Background: an optimization exercise with open tools, aiming at small area and a short achievable clock period. Do not read the settings as production practice. Only simulation tests tie the RTL to the original design; equivalence was not proved.

Setup of run 1:
## seenc_top
module seenc_top (
    input  wire        clk,
    input  wire        rst,         
    input  wire        in_valid,
    input  wire [7:0]  cmd,
    input  wire [63:0] in_x,
    input  wire [63:0] in_y,
    input  wire [63:0] in_z,
    input  wire [31:0] in_a,
    input  wire [31:0] in_b,
    output reg         out_valid,
    output wire [31:0] out_a,
    output wire [31:0] out_b,
    output wire [63:0] out_x,
    output wire [63:0] out_y,
    output wire [63:0] out_z,
    output reg         err
);
==> flow/config.mk <==
export PLATFORM = sky130hd
export DESIGN_NAME = seenc_top
export DESIGN_NICKNAME = seenc_top
export VERILOG_FILES = /design/flow/design.v
export SDC_FILE = /design/flow/constraint.sdc
export NUM_CORES = 4
export LEC_CHECK = 0
export ABC_AREA = 1
export CAP_MARGIN = 20
export CORE_MARGIN = 2
export CORE_UTILIZATION = 50
export SLEW_MARGIN = 20
==> flow/constraint.sdc <==
create_clock -name core_clock -period 65.0 [get_ports {clk}]
set_input_delay 13.0000 -clock core_clock [delete_from_list [all_inputs] [get_ports {clk}]]
set_output_delay 13.0000 -clock core_clock [all_outputs]
set_load 0.01 [all_outputs]
standard.sh (not shown) runs the stock make flow with config.mk's settings and CLKGATE_MAP_FILE= SYNTH_SCRIPT=/design/flow/synth_recipe.tcl, a recipe that flattens the netlist after the stock synthesis.
==> flow/flow/run.sh <==
#!/bin/bash
# The standard layout, with three changes:
#  - after the standard synthesis, the combinational logic between the
#    flip-flops is re-optimized for area by a second ABC pass (reopt.ys);
#    every flip-flop stays as the standard synthesis made it;
#  - the smallest plain buffer (buf_1) buffers each port, instead of the
#    delay buffer buffer_ports picks by default;
#  - timing repair is asked to leave a setup margin, so that it works on
#    the paths that set the achieved period.
set -euo pipefail
export BUFFER_PORTS_ARGS="-buffer_cell sky130_fd_sc_hd__buf_1"
export SETUP_SLACK_MARGIN=51.0
RES=$PWD/orfs/results/$FLOW_PLATFORM/seenc_top/base

bash standard.sh $RES/1_2_yosys.v > synth.log 2>&1

mkdir -p reopt
cp $RES/1_2_yosys.v reopt/in.v
cp $FLOW_HOME/platforms/$FLOW_PLATFORM/lib/sky130_fd_sc_hd__tt_025C_1v80.lib reopt/lib.lib
cp flow/reopt.ys flow/area.abc reopt/
(cd reopt && yosys -s reopt.ys > ../reopt.log 2>&1)
cp reopt/out.v $RES/1_2_yosys.v
rm -f reopt/lib.lib

bash standard.sh > standard.log 2>&1
==> flow/flow/area.abc <==
strash
dc2
dch -f
map -a
strash
dch -f
map -a
topo
==> flow/flow/reopt.ys <==
# Re-map the combinational logic of the standard synthesis netlist for area.
# Every flip-flop instance is kept as it is (same cell, same name); only the
# logic between them is re-optimized by ABC and mapped again to the library.
read_verilog in.v
read_liberty -ignore_miss_func lib.lib
hierarchy -top seenc_top
setattr -mod -set keep_hierarchy 1 sky130_fd_sc_hd__dfxtp_1 sky130_fd_sc_hd__dfxtp_2 sky130_fd_sc_hd__dfxtp_4
flatten
opt_clean
abc -liberty lib.lib -script area.abc -dont_use sky130_fd_sc_hd__probe_p_8 -dont_use sky130_fd_sc_hd__probec_p_8
opt_clean -purge
hilomap -singleton -hicell sky130_fd_sc_hd__conb_1 HI -locell sky130_fd_sc_hd__conb_1 LO
splitnets
opt_clean -purge
# ports that alias another net get a buffer, as in the standard synthesis
insbuf -buf sky130_fd_sc_hd__buf_4 A X
rename -hide w:*.*
opt_clean -purge
stat -liberty lib.lib
select seenc_top
write_verilog -noattr -nohex -nodec -selected out.v
The inputs of run 2 differ from those of run 1 as listed below.
==> flow/flow/run.sh <==
#!/bin/bash
# The standard layout, with the smallest plain buffer (buf_1) as each port's
# buffer instead of the delay buffer buffer_ports picks by default, and
# timing repair asked to leave a setup margin, so that it works on the paths
# that set the achieved period.
set -euo pipefail
export BUFFER_PORTS_ARGS="-buffer_cell sky130_fd_sc_hd__buf_1"
export SETUP_SLACK_MARGIN=51.2
bash standard.sh > standard.log 2>&1
--- a/flow/config.mk
+++ b/flow/config.mk
@@ -9,4 +9,4 @@
 export CAP_MARGIN = 20
 export CORE_MARGIN = 2
-export CORE_UTILIZATION = 50
+export CORE_UTILIZATION = 70
 export SLEW_MARGIN = 20
removed: flow/flow/area.abc
removed: flow/flow/reopt.ys
==> comparison <==
Of run 1 and run 2, only run 1 finishes the flow clean. global routing: run 2 exited with error. In the flow results for run 1 and run 2, the half-perimeter wire length of the detailed placement result is smaller on run 2. Synthesized area: lower on run 1. Run 2 against run 1: placer congestion estimate rose about 4.7%, quantity of gates resized following cts fell about 33%, number of cells in the design after placement rose 346, placement-stage cell area rose 15%, number of cell rows fell about 6%. Delta(synthesized cell count, run 2 - run 1) > 0.
What run 3 does differently from run 2 at the input level:
==> flow/flow/run.sh <==
#!/bin/bash
# The standard layout, with the smallest plain buffer (buf_1) as each port's
# buffer instead of the delay buffer buffer_ports picks by default.
set -euo pipefail
export BUFFER_PORTS_ARGS="-buffer_cell sky130_fd_sc_hd__buf_1"
bash standard.sh > standard.log 2>&1
--- a/flow/config.mk
+++ b/flow/config.mk
@@ -9,4 +9,4 @@
 export CAP_MARGIN = 20
 export CORE_MARGIN = 2
-export CORE_UTILIZATION = 70
+export CORE_UTILIZATION = 60
 export SLEW_MARGIN = 20
==> summary.txt <==
Run 3: full flow OK, the timing, design-rule and antenna checks passed
Comparing buffers inserted during post-CTS setup optimization for run 2 and run 3, the smaller number came from run 3.
Row effective utilization at floorplan: run 3 lower / run 2 higher
Vertical die dimension came out higher on run 3 than on run 2.
Final weighted congestion in routability-driven placement of run 3 falls short of that of run 2 by a little under 10%.
Cell area after synthesis came out exactly the same in run 2 and run 3.
Looking at number of cells upsized or downsized after cts, run 3 sits 183 lower than run 2 does.
Summary — cell count after placement, run 3 relative to run 2: higher, by 74.
Run 3 ended with more overall die width than run 2.
Inputs modified between run 3 and run 4:
==> flow/flow/run.sh <==
#!/bin/bash
# The standard layout, with three changes:
#  - after the standard synthesis, the combinational logic between the
#    flip-flops is re-optimized for area by a second ABC pass (reopt.ys);
#    every flip-flop stays as the standard synthesis made it;
#  - the smallest plain buffer (buf_1) buffers each port, instead of the
#    delay buffer buffer_ports picks by default;
#  - timing repair is asked to leave a setup margin, so that it works on
#    the paths that set the achieved period.
set -euo pipefail
export BUFFER_PORTS_ARGS="-buffer_cell sky130_fd_sc_hd__buf_1"
export SETUP_SLACK_MARGIN=51.0
RES=$PWD/orfs/results/$FLOW_PLATFORM/seenc_top/base

bash standard.sh $RES/1_2_yosys.v > synth.log 2>&1

mkdir -p reopt
cp $RES/1_2_yosys.v reopt/in.v
cp $FLOW_HOME/platforms/$FLOW_PLATFORM/lib/sky130_fd_sc_hd__tt_025C_1v80.lib reopt/lib.lib
cp flow/reopt.ys flow/area.abc reopt/
(cd reopt && yosys -s reopt.ys > ../reopt.log 2>&1)
cp reopt/out.v $RES/1_2_yosys.v
rm -f reopt/lib.lib

bash standard.sh > standard.log 2>&1
==> flow/flow/area.abc (new file) <==
strash
dc2
dch -f
map -a
strash
dch -f
map -a
topo
==> flow/flow/reopt.ys (new file) <==
# Re-map the combinational logic of the standard synthesis netlist for area.
# Every flip-flop instance is kept as it is (same cell, same name); only the
# logic between them is re-optimized by ABC and mapped again to the library.
read_verilog in.v
read_liberty -ignore_miss_func lib.lib
hierarchy -top seenc_top
setattr -mod -set keep_hierarchy 1 sky130_fd_sc_hd__dfxtp_1 sky130_fd_sc_hd__dfxtp_2 sky130_fd_sc_hd__dfxtp_4
flatten
opt_clean
abc -liberty lib.lib -script area.abc -dont_use sky130_fd_sc_hd__probe_p_8 -dont_use sky130_fd_sc_hd__probec_p_8
opt_clean -purge
hilomap -singleton -hicell sky130_fd_sc_hd__conb_1 HI -locell sky130_fd_sc_hd__conb_1 LO
splitnets
opt_clean -purge
# ports that alias another net get a buffer, as in the standard synthesis
insbuf -buf sky130_fd_sc_hd__buf_4 A X
rename -hide w:*.*
opt_clean -purge
stat -liberty lib.lib
select seenc_top
write_verilog -noattr -nohex -nodec -selected out.v
Results
| number of buffers created by CTS | run 4 vs run 3 | ≈ equal |
Run 4 — placement row count about 10% lower, run 3 as reference
Delta (run 4 minus run 3): chip width went down about 9%, initial cell density of the core increased 0.22 points.
Going from run 3 to run 4, mean area per synthesized cell shrank by a few percent.
Run 4: area of placed instances lower than run 3
Of run 4 and run 3, it is run 4 that has the lower area of the mapped netlist.
Run 4 vs run 3 — instance count of the mapped netlist dropped by more than 10%
The flow ended early for run 4: it failed with a tool error in global routing.
Changes in run 5 relative to run 4:
==> flow/flow/run.sh <==
#!/bin/bash
# The standard layout, with the smallest plain buffer (buf_1) as each port's
# buffer instead of the delay buffer buffer_ports picks by default, and
# timing repair asked to leave a setup margin, so that it works on the paths
# that set the achieved period.
set -euo pipefail
export BUFFER_PORTS_ARGS="-buffer_cell sky130_fd_sc_hd__buf_1"
export SETUP_SLACK_MARGIN=50.5
bash standard.sh > standard.log 2>&1
removed: flow/flow/area.abc
removed: flow/flow/reopt.ys
### Flow results
Per the final summary, run 5 finished and its layout is clean on timing, DRC and antenna. What ended run 4 was a tool error in global routing; the run never finished. Summary: with run 4 as the reference, final weighted congestion in routability-driven placement in run 5 moved down by a little under 10%. [compare] base=run 4 new=run 5: placed standard-cell area went up; effective utilization at floorplan went down; die width went up.

[static timing again, ports no longer ideal]
The flow's constraints put no driver on any port. The routed layouts listed below were extracted and timed again, unchanged, in two steps. Step 1 (the two cells are an assumption about what drives the block):
set clk [get_ports {clk}]
set_driving_cell -lib_cell sky130_fd_sc_hd__clkbuf_16 $clk
set_driving_cell -lib_cell sky130_fd_sc_hd__buf_2 [delete_from_list [all_inputs] $clk]
Step 2 also shifts input and output timing later by t, the mid clock arrival at the registers, as if the neighbouring blocks saw the same clock. a / b / c = no drivers / after step 1 / after step 2; a / b = the first two.
run	t, ns	setup WS [ns]	worst setup path after step 2	clock arrival spread, ns	slew at the worst register clock pin (ns)
run 1	0.552	50.526 / 50.468 / 50.568	input to register	0.032 / 0.032	0.10 / 0.10
run 3	0.549	50.099 / 50.094 / 49.587	input to register	0.026 / 0.026	0.10 / 0.10
run 5	0.536	50.518 / 50.460 / 50.085	input to register	0.027 / 0.027	0.10 / 0.10
After both steps setup and hold are still met in every run listed. For run 3, which loses most, drivers alone change the setup slack by -0.005 ns; drivers and shift together by -0.512 ns.
